Context: an optimization exercise on an open-source flow, tuned for a short achievable clock period and few clock cycles per item. The choices shown serve that exercise and are no tape-out recipe. The RTL was checked by simulation tests, not by an equivalence proof against the original design. Power and IR drop assume default switching activity.

$ cat config.mk
export PLATFORM = sky130hd
export DESIGN_NAME = sf_rast
export DESIGN_NICKNAME = sf_rast
export VERILOG_FILES = /design/flow/design.v
export SDC_FILE = /design/flow/constraint.sdc
export NUM_CORES = 4
export LEC_CHECK = 0
export CAP_MARGIN = 20
export CORE_MARGIN = 2
export CORE_UTILIZATION = 40
export SLEW_MARGIN = 20
$ cat constraint.sdc
create_clock -name core_clock -period 7.0 [get_ports {clk}]
set_input_delay 1.4000 -clock core_clock [delete_from_list [all_inputs] [get_ports {clk}]]
set_output_delay 1.4000 -clock core_clock [all_outputs]
set_load 0.01 [all_outputs]
$ cat design.v
module sf_rast (
    input  wire        clk,
    input  wire        rst,           
    input  wire        start,         
    input  wire [7:0]  bg_ctrl,       
    input  wire [9:0]  fb_w,          
    input  wire [8:0]  fb_h,          
    input  wire [9:0]  clip_min_x,
    input  wire [9:0]  clip_max_x,
    input  wire [8:0]  clip_min_y,
    input  wire [8:0]  clip_max_y,
    output reg         busy,
    output reg         done,          
    output reg  [7:0]  result,        
    output reg  [10:0] ram_addr,
    input  wire [7:0]  ram_rdata,
    output reg  [18:0] rom_addr,
    input  wire [7:0]  rom_rdata,
    output reg         fb_we,
    output reg  [8:0]  fb_x,
    output reg  [7:0]  fb_y,
    output reg  [7:0]  fb_data
);
    localparam [3:0] S_IDLE   = 4'd0,
                     S_CHECK  = 4'd1,
                     S_CLEAR  = 4'd2,
                     S_STAR   = 4'd3,    
                     S_ENTRY  = 4'd4,    
                     S_SETUP  = 4'd5,    
                     S_PX0    = 4'd6,    
                     S_PX1    = 4'd7,    
                     S_DONE   = 4'd8;
    localparam [18:0] BG_ROM_BASE = 19'h60000;
    reg [3:0]  state;
    reg [2:0]  step;
    reg [9:0]  cx;
    reg [8:0]  cy;
    reg [11:0] star;         
    reg [7:0]  star_a, star_b, star_pen;
    reg [7:0]  entry;        
    reg [7:0]  e_y, e_x, e_lo, e_hi;
    reg [1:0]  n_m1;         
    reg        flip_x, flip_y;
    reg signed [10:0] spr_x, spr_y;
    reg [12:0] code;
    reg [1:0]  row, col;
    reg        clone;        
    reg [2:0]  tx, ty;
    wire fb_bad   = (fb_w == 10'd0) || (fb_w > 10'd512) ||
                    (fb_h == 9'd0)  || (fb_h > 9'd256);
    wire clip_bad = !(clip_min_x < clip_max_x && clip_max_x <= fb_w &&
                      clip_min_y < clip_max_y && clip_max_y <= fb_h);
    function in_clip(input signed [11:0] x, input signed [11:0] y);
        in_clip = (x >= $signed({2'b0, clip_min_x})) && (x < $signed({2'b0, clip_max_x})) &&
                  (y >= $signed({3'b0, clip_min_y})) && (y < $signed({3'b0, clip_max_y}));
    endfunction
    wire [1:0]  pattern    = bg_ctrl[2:1];
    wire        blinking   = bg_ctrl[3];
    wire [1:0]  blink_mask = bg_ctrl[5:4];
    wire [4:0]  slot_addr  = {star[3:0], 1'b0};                    
    wire [14:0] star_offs  = {pattern, star[11:0], 1'b0};          
    wire [9:0]  star_pos   = {star_b, star_a[7]};                  
    wire [10:0] star_x     = {2'b0, rom_rdata, 1'b0} + {1'b0, star_pos} + 11'h5B;
    wire [7:0]  star_row   = star[11:4] + 8'd1;                    
    wire        star_shown = !(blinking && blink_mask == star_pen[1:0]);
    wire [15:0] code16    = {e_hi, e_lo};
    wire [1:0]  size_cls  = {code16[7], code16[3]};
    wire [2:0]  n_dec     = (size_cls == 2'b11) ? 3'd4 : (size_cls == 2'b01) ? 3'd2 : 3'd1;
    wire [3:0]  low_code  = (size_cls == 2'b11) ? 4'd0 :
                            (size_cls == 2'b01) ? {code16[5], 1'b0, code16[4], 1'b0} :
                                                  code16[7:4];
    wire [12:0] high_code = {2'b0, code16[14:8], 4'b0} +
                            (code16[15] ? (bg_ctrl[7] ? 13'h1000 : 13'h0800) : 13'h0000);
    wire signed [10:0] raw_x = $signed({2'b0, e_x, code16[0]});
    wire signed [10:0] raw_y = $signed({3'b0, e_y});
    wire signed [10:0] n8    = $signed({5'b0, n_dec, 3'b0});
    wire [1:0]  dx = flip_x ? (n_m1 - col) : col;
    wire [1:0]  dy = flip_y ? (n_m1 - row) : row;
    wire [2:0]  sx = flip_x ? (3'd7 - tx) : tx;
    wire [2:0]  sy = flip_y ? (3'd7 - ty) : ty;
    wire [18:0] spr_byte = {code[12:4], 10'b0} + {9'b0, code[3:2], sy, 5'b0} + {14'b0, code[1:0], sx};
    wire signed [11:0] pix_x = spr_x + $signed({7'b0, dx, 3'b0}) + $signed({9'b0, tx});
    wire signed [11:0] pix_y = spr_y + $signed({7'b0, dy, 3'b0}) + $signed({9'b0, ty})
                             - (clone ? 12'sd256 : 12'sd0);
    always @(*) begin
        ram_addr = 11'd0;
        rom_addr = 19'd0;
        case (state)
            S_STAR: begin
                case (step)
                    3'd0:    ram_addr = {3'b100, 3'b111, slot_addr};           
                    3'd1:    ram_addr = {3'b100, 3'b111, slot_addr} + 11'd1;
                    3'd2:    rom_addr = BG_ROM_BASE + {4'b0, star_offs};
                    default: rom_addr = BG_ROM_BASE + {4'b0, star_offs} + 19'd1;
                endcase
            end
            S_ENTRY: ram_addr = {1'b0, entry, step[1:0]};
            S_PX0:   rom_addr = spr_byte;
            default: ;
        endcase
    end
    always @(posedge clk) begin
        if (rst) begin
            state    <= S_IDLE;
            busy     <= 1'b0;
            done     <= 1'b0;
            result   <= 8'd0;
            fb_we    <= 1'b0;
            fb_x     <= 9'd0;
            fb_y     <= 8'd0;
            fb_data  <= 8'd0;
            step     <= 3'd0;
            cx       <= 10'd0;
            cy       <= 9'd0;
            star     <= 12'd0;
            star_a   <= 8'd0;
            star_b   <= 8'd0;
            star_pen <= 8'd0;
            entry    <= 8'd0;
            e_y      <= 8'd0;
            e_x      <= 8'd0;
            e_lo     <= 8'd0;
            e_hi     <= 8'd0;
            n_m1     <= 2'd0;
            flip_x   <= 1'b0;
            flip_y   <= 1'b0;
            spr_x    <= 11'sd0;
            spr_y    <= 11'sd0;
            code     <= 13'd0;
            row      <= 2'd0;
            col      <= 2'd0;
            clone    <= 1'b0;
            tx       <= 3'd0;
            ty       <= 3'd0;
        end else begin
            done  <= 1'b0;
            fb_we <= 1'b0;
            case (state)
                S_IDLE: begin
                    if (start) begin
                        busy  <= 1'b1;
                        state <= S_CHECK;
                    end
                end
                S_CHECK: begin
                    if (fb_bad) begin
                        result <= 8'h02;
                        state  <= S_DONE;
                    end else if (clip_bad) begin
                        result <= 8'h03;
                        state  <= S_DONE;
                    end else begin
                        result <= 8'h00;
                        cx     <= clip_min_x;
                        cy     <= clip_min_y;
                        state  <= S_CLEAR;
                    end
                end
                S_CLEAR: begin
                    fb_we   <= 1'b1;
                    fb_x    <= cx[8:0];
                    fb_y    <= cy[7:0];
                    fb_data <= 8'hFF;
                    if (cx + 10'd1 == clip_max_x) begin
                        cx <= clip_min_x;
                        if (cy + 9'd1 == clip_max_y) begin
                            star  <= 12'd0;
                            step  <= 3'd0;
                            state <= S_STAR;
                        end else begin
                            cy <= cy + 9'd1;
                        end
                    end else begin
                        cx <= cx + 10'd1;
                    end
                end
                S_STAR: begin
                    case (step)
                        3'd0: step <= 3'd1;
                        3'd1: begin
                            star_a <= ram_rdata;
                            step   <= 3'd2;
                        end
                        3'd2: begin
                            star_b <= ram_rdata;
                            step   <= 3'd3;
                        end
                        3'd3: begin
                            star_pen <= rom_rdata;
                            step     <= 3'd4;
                        end
                        default: begin
                            if (star_shown && in_clip($signed({3'b0, star_x[8:0]}), $signed({4'b0, star_row}))) begin
                                fb_we   <= 1'b1;
                                fb_x    <= star_x[8:0];
                                fb_y    <= star_row;
                                fb_data <= star_pen;
                            end
                            step <= 3'd0;
                            star <= star + 12'd1;
                            if (star == 12'hFFF) begin
                                entry <= 8'd0;
                                state <= S_ENTRY;
                            end
                        end
                    endcase
                end
                S_ENTRY: begin
                    case (step)
                        3'd0: step <= 3'd1;
                        3'd1: begin
                            e_y  <= ram_rdata;
                            step <= 3'd2;
                        end
                        3'd2: begin
                            e_x  <= ram_rdata;
                            step <= 3'd3;
                        end
                        3'd3: begin
                            e_lo <= ram_rdata;
                            step <= 3'd4;
                        end
                        default: begin
                            e_hi  <= ram_rdata;
                            step  <= 3'd0;
                            state <= S_SETUP;
                        end
                    endcase
                end
                S_SETUP: begin
                    n_m1 <= n_dec[1:0] - 2'd1;
                    code <= high_code + {9'b0, low_code};
                    if (bg_ctrl[0]) begin
                        spr_x  <= 11'sd512 - raw_x - n8;
                        spr_y  <= 11'sd256 - raw_y - n8;
                        flip_x <= !code16[1];
                        flip_y <= !code16[2];
                    end else begin
                        spr_x  <= raw_x;
                        spr_y  <= raw_y;
                        flip_x <= code16[1];
                        flip_y <= code16[2];
                    end
                    row   <= 2'd0;
                    col   <= 2'd0;
                    clone <= 1'b0;
                    tx    <= 3'd0;
                    ty    <= 3'd0;
                    state <= S_PX0;
                end
                S_PX0: state <= S_PX1;
                S_PX1: begin
                    if (rom_rdata != 8'hFF && in_clip(pix_x, pix_y)) begin
                        fb_we   <= 1'b1;
                        fb_x    <= pix_x[8:0];
                        fb_y    <= pix_y[7:0];
                        fb_data <= rom_rdata;
                    end
                    state <= S_PX0;
                    tx    <= tx + 3'd1;
                    if (tx == 3'd7) begin
                        ty <= ty + 3'd1;
                        if (ty == 3'd7) begin
                            clone <= !clone;
                            if (clone) begin
                                code <= code + 13'd1;
                                col  <= col + 2'd1;
                                if (col == n_m1) begin
                                    col <= 2'd0;
                                    row <= row + 2'd1;
                                    if (n_m1 == 2'd1) code <= code + 13'd3;
                                    if (row == n_m1) begin
                                        entry <= entry + 8'd1;
                                        state <= (entry == 8'd255) ? S_DONE : S_ENTRY;
                                    end
                                end
                            end
                        end
                    end
                end
                S_DONE: begin
                    done  <= 1'b1;
                    busy  <= 1'b0;
                    state <= S_IDLE;
                end
                default: state <= S_IDLE;
            endcase
        end
    end
endmodule
$ cat run.sh
#!/bin/bash
# synth_recipe.tcl (not shown) runs the flow's synth.tcl, then flattens the netlist and writes it again
# the make line also repeats each setting of config.mk as NAME=value (left out here)
make -C /OpenROAD-flow-scripts/flow DESIGN_CONFIG=/design/flow/config.mk WORK_HOME=/design/flow/orfs CLKGATE_MAP_FILE= SYNTH_SCRIPT=/design/flow/synth_recipe.tcl finish
==> out/results.ini <==
[placed_design]
dp_hpwl_um=31700
io_buffers=142
gp_congestion=0.915
placed_area_mm2=0.0154

[die]
initial_utilization_pct=40.7
core_mm2=0.0336
io_pins=150
std_cell_rows=67
die_width_um=189
dieArea_mm2=0.0357
die_h_um=189

[yosys]
yosysTopAreaCell=dfxtp_1
ys_ff_latch=175
yosysSeqAreaShare_pct=25.6
ys_types=81
syn_inst=1714
synth-edff-count=0
synth_top_area_share_pct=25.6
netlist_top_cells_count=nor2_1, dfxtp_1, ha_1
synth_most_common_cell=nor2_1
synth_area_mm2=0.0137
async_reset_ff_share_pct=0
syn_area_per_cell_um2=7.98
netlist_top_cells_area=dfxtp_1, ha_1, nor2_1, mux2i_1, nand2_1
yosys_warnings=1
ys.flop_type=dfxtp_1

[routing]
drt-pass1-iter-count=5
drt_iter0_drc=938
detail_route.wl_per_cell_um=18.1
routed.top_layer=met4
drt-vias-per-instance=5.55
drc=0
route.antenna.remaining_nets=0
wl_met2_um=18600
totalWireLength_um=41100
routed-wl-met3_um=1830
met1_length_um=19700
vias=12600

[job]
cap_violations=0

[power]
p_per_area_mw_per_mm2=207
p_leak_nw=6.92
ir_worst_vdd_mv=0.186

[finish]
fillCellCount=3329
final_nets=2068
fin_area_mm2=0.0161
antenna_cells=0
drive_gt1_share_pct=4.93
syn_to_final_growth_pct=17.5

[timing]
max_freq_mhz=173
tightest_slew_ns=1.05
clock-skew-final_ns=0.0102
maxSlewHeadroom_pct=30.0
fin_crit_ns=5.77
timing.final.hold_violations=0
setup_viol=0
rsz0062_at_grt=false
setup_tns_ns=0
drv_slew=0
period_share_pct=82.4

[global_route]
grt_pass1_vias=12000
grt_use_total_pct=22.9
antenna_found_initial=0
grt_first_pass_wirelength_um=65000
grt.overflow.total=0
grt_max_degree=86

[cts]
cts-buffers-inserted=17
cts_resized=0
cts_sinks=175
ctsHoldBuffers=0
path_clk_slew_ns=0.08
cts.path.max_buffers=2
clock_latency_ns=0.44
tritoncts=done
post_cts_buffers=0
htree_num_levels=4
root_buffer=clkbuf_16

[critical_path]
endpoint_kind=flop
startpoint=rom_rdata[0]
r2r-start=n_m1[0]$_SDFFE_PP0P_
crit_fanout=16
critPathRequiredTime_ns=7.37
arrival_ns=6.14
critPathKind=input pin to flop
critPathLaunchType=input pin

[outcome]
outcome=finished clean

[hold_path]
hp-start=e_lo[5]$_SDFFE_PP0P_
hp-class=flop to flop

==> metal layers <==
| metal | track usage [%] | vias up |
|---|---|---|
| li1 | - | 6284 |
| met4 | 6.76 | 0 |
| met1 | 31.5 | 5957 |
| met2 | 37.4 | 311 |
| met3 | 2.80 | 51 |
| met5 | 0 | - |
==> cells by family (layout without fill, tap and decap cells) <==
logic type | after synthesis | count (layout) | synth area share (%)
simple gates | 558 | 558 | 19.3
compound gates | 402 | 402 | 19.8
buf+inv | 218 | 323 | 6.29
flops | 175 | 175 | 25.6
fa+ha+maj | 173 | 173 | 16.0
xor+xnor | 101 | 101 | 6.47
mux | 86 | 86 | 6.46
other cells | 1 | 6 | 0.0274
==> sequential cells by signal, indices dropped and copies added, names as in the netlist, 4 cells and up <==
| register | count |
|---|---|
| e_y | 8 |
| entry | 8 |
| star_b | 8 |
| cx | 10 |
| state | 4 |
| fb_x | 9 |
| cy | 9 |
| spr_y | 11 |
| e_lo | 8 |
| fb_data | 8 |
| e_hi | 8 |
| fb_y | 8 |
| code | 13 |
| star | 12 |
| e_x | 8 |
| star_pen | 8 |
| spr_x | 11 |
==> report_power, final <==
| part | internal [W] | switching [W] | leakage [nW] |
|---|---|---|---|
| Sequential | 0.00107 | 0.000101 | 1.41 |
| Clock | 0.000529 | 0.000488 | 0.305 |
| Combinational | 0.000494 | 0.000644 | 5.21 |
| Total | 0.00209 | 0.00123 | 6.92 |
==> layout by cell type, fill, tap and decap left out, types with 19 or more instances in the layout <==
master and n:
nor2_1 185, dfxtp_1 175, ha_1 170, nand2_1 153, clkdlybuf4s50_1 141, inv_1 133, a21oi_1 112, mux2i_1 68
xnor2_1 62, o21ai_0 56, nand3_1 49, xor2_1 39, nor2b_1 32, nor3_1 28, a211oi_1 27, a21o_1 26
nand4_1 24, a22oi_1 21, a22o_1 20, and3_1 19
==> worst paths after layout <==
kind         cells past startpoint  slack [ns]              endpoint
max                             20        1.23  fb_x[6]$_SDFFE_PP0P_
min                              2        0.46  e_lo[5]$_SDFFE_PP0P_
max reg2reg                     24        1.82  fb_x[0]$_SDFFE_PP0P_
min reg2reg                      2        0.46  e_lo[5]$_SDFFE_PP0P_
==> stage by stage <==
step           hold WS [ns]  util (%)  cells  total power [W]  setup slack, ns
2_1_floorplan         0.432         -   1719          0.00193             2.08
3_3_place_gp          0.442      45.9   2240          0.00229            0.902
3_5_place_dp          0.449      45.9   2240          0.00232            0.808
4_1_cts               0.460      47.8   2272          0.00334             1.24
5_1_grt               0.483      47.8   2272          0.00351            0.911
6_report              0.461      47.8   2272          0.00332             1.23
==> final cells by class <==
class	count	area, um^2	share of cell area, %
Timing Repair Buffer	157	1530	9.53
Clock buffer	18	439	2.73
Sequential cell	175	3500	21.8
Multi-Input combinational cell	1326	9340	58.1
Clock inverter	14	193	1.20
Tap cell	448	561	3.49
Inverter	134	503	3.13
==> worst max-delay path, stage by stage <==
cell	delay, ns
clkdlybuf4s50_1	0.55
inv_1	0.07
ha_1	0.28
inv_1	0.04
ha_1	0.19
fa_1	0.41
a21o_1	0.19
a21oi_1	0.22
o21bai_1	0.09
a21oi_1	0.18
xnor2_1	0.22
ha_1	0.31
nand2_1	0.07
a32oi_1	0.09
a41oi_1	0.22
nand4b_1	0.15
nor4_1	0.07
o21ai_2	0.80
buf_4	0.35
mux2i_1	0.20
Testbench counts, summed over its fixed seeds: cycles 9,386,550, frames 18.

-- afterwards: timing with drivers on the ports --
How much do the figures lean on ideal ports? The routed layout below was timed once more, with nothing changed but the port constraints. Step 1 (the two cells are an assumption about what drives the block):
set clk [get_ports {clk}]
set_driving_cell -lib_cell sky130_fd_sc_hd__clkbuf_16 $clk
set_driving_cell -lib_cell sky130_fd_sc_hd__buf_2 [delete_from_list [all_inputs] $clk]
Step 2 adds t to the input delays and takes it off the output delays; t is the mean of the earliest and latest rising clock arrival at the registers after step 1. Input paths then give back, and output paths get back, about the clock's delay inside the block. a / b / c = ideal / step 1 / step 2; a / b = the first two.
t (ns): 0.488
slack for setup (ns): 1.235 / 1.259 / 0.771
hold slack, ns: 0.461 / 0.461 / 0.461
worst setup path at the end: input to register
clock arrival spread, ns: 0.011 / 0.010
After both steps this run still meets setup and hold. The setup slack of this run moves by +0.024 ns with the drivers and by -0.464 ns with both steps.
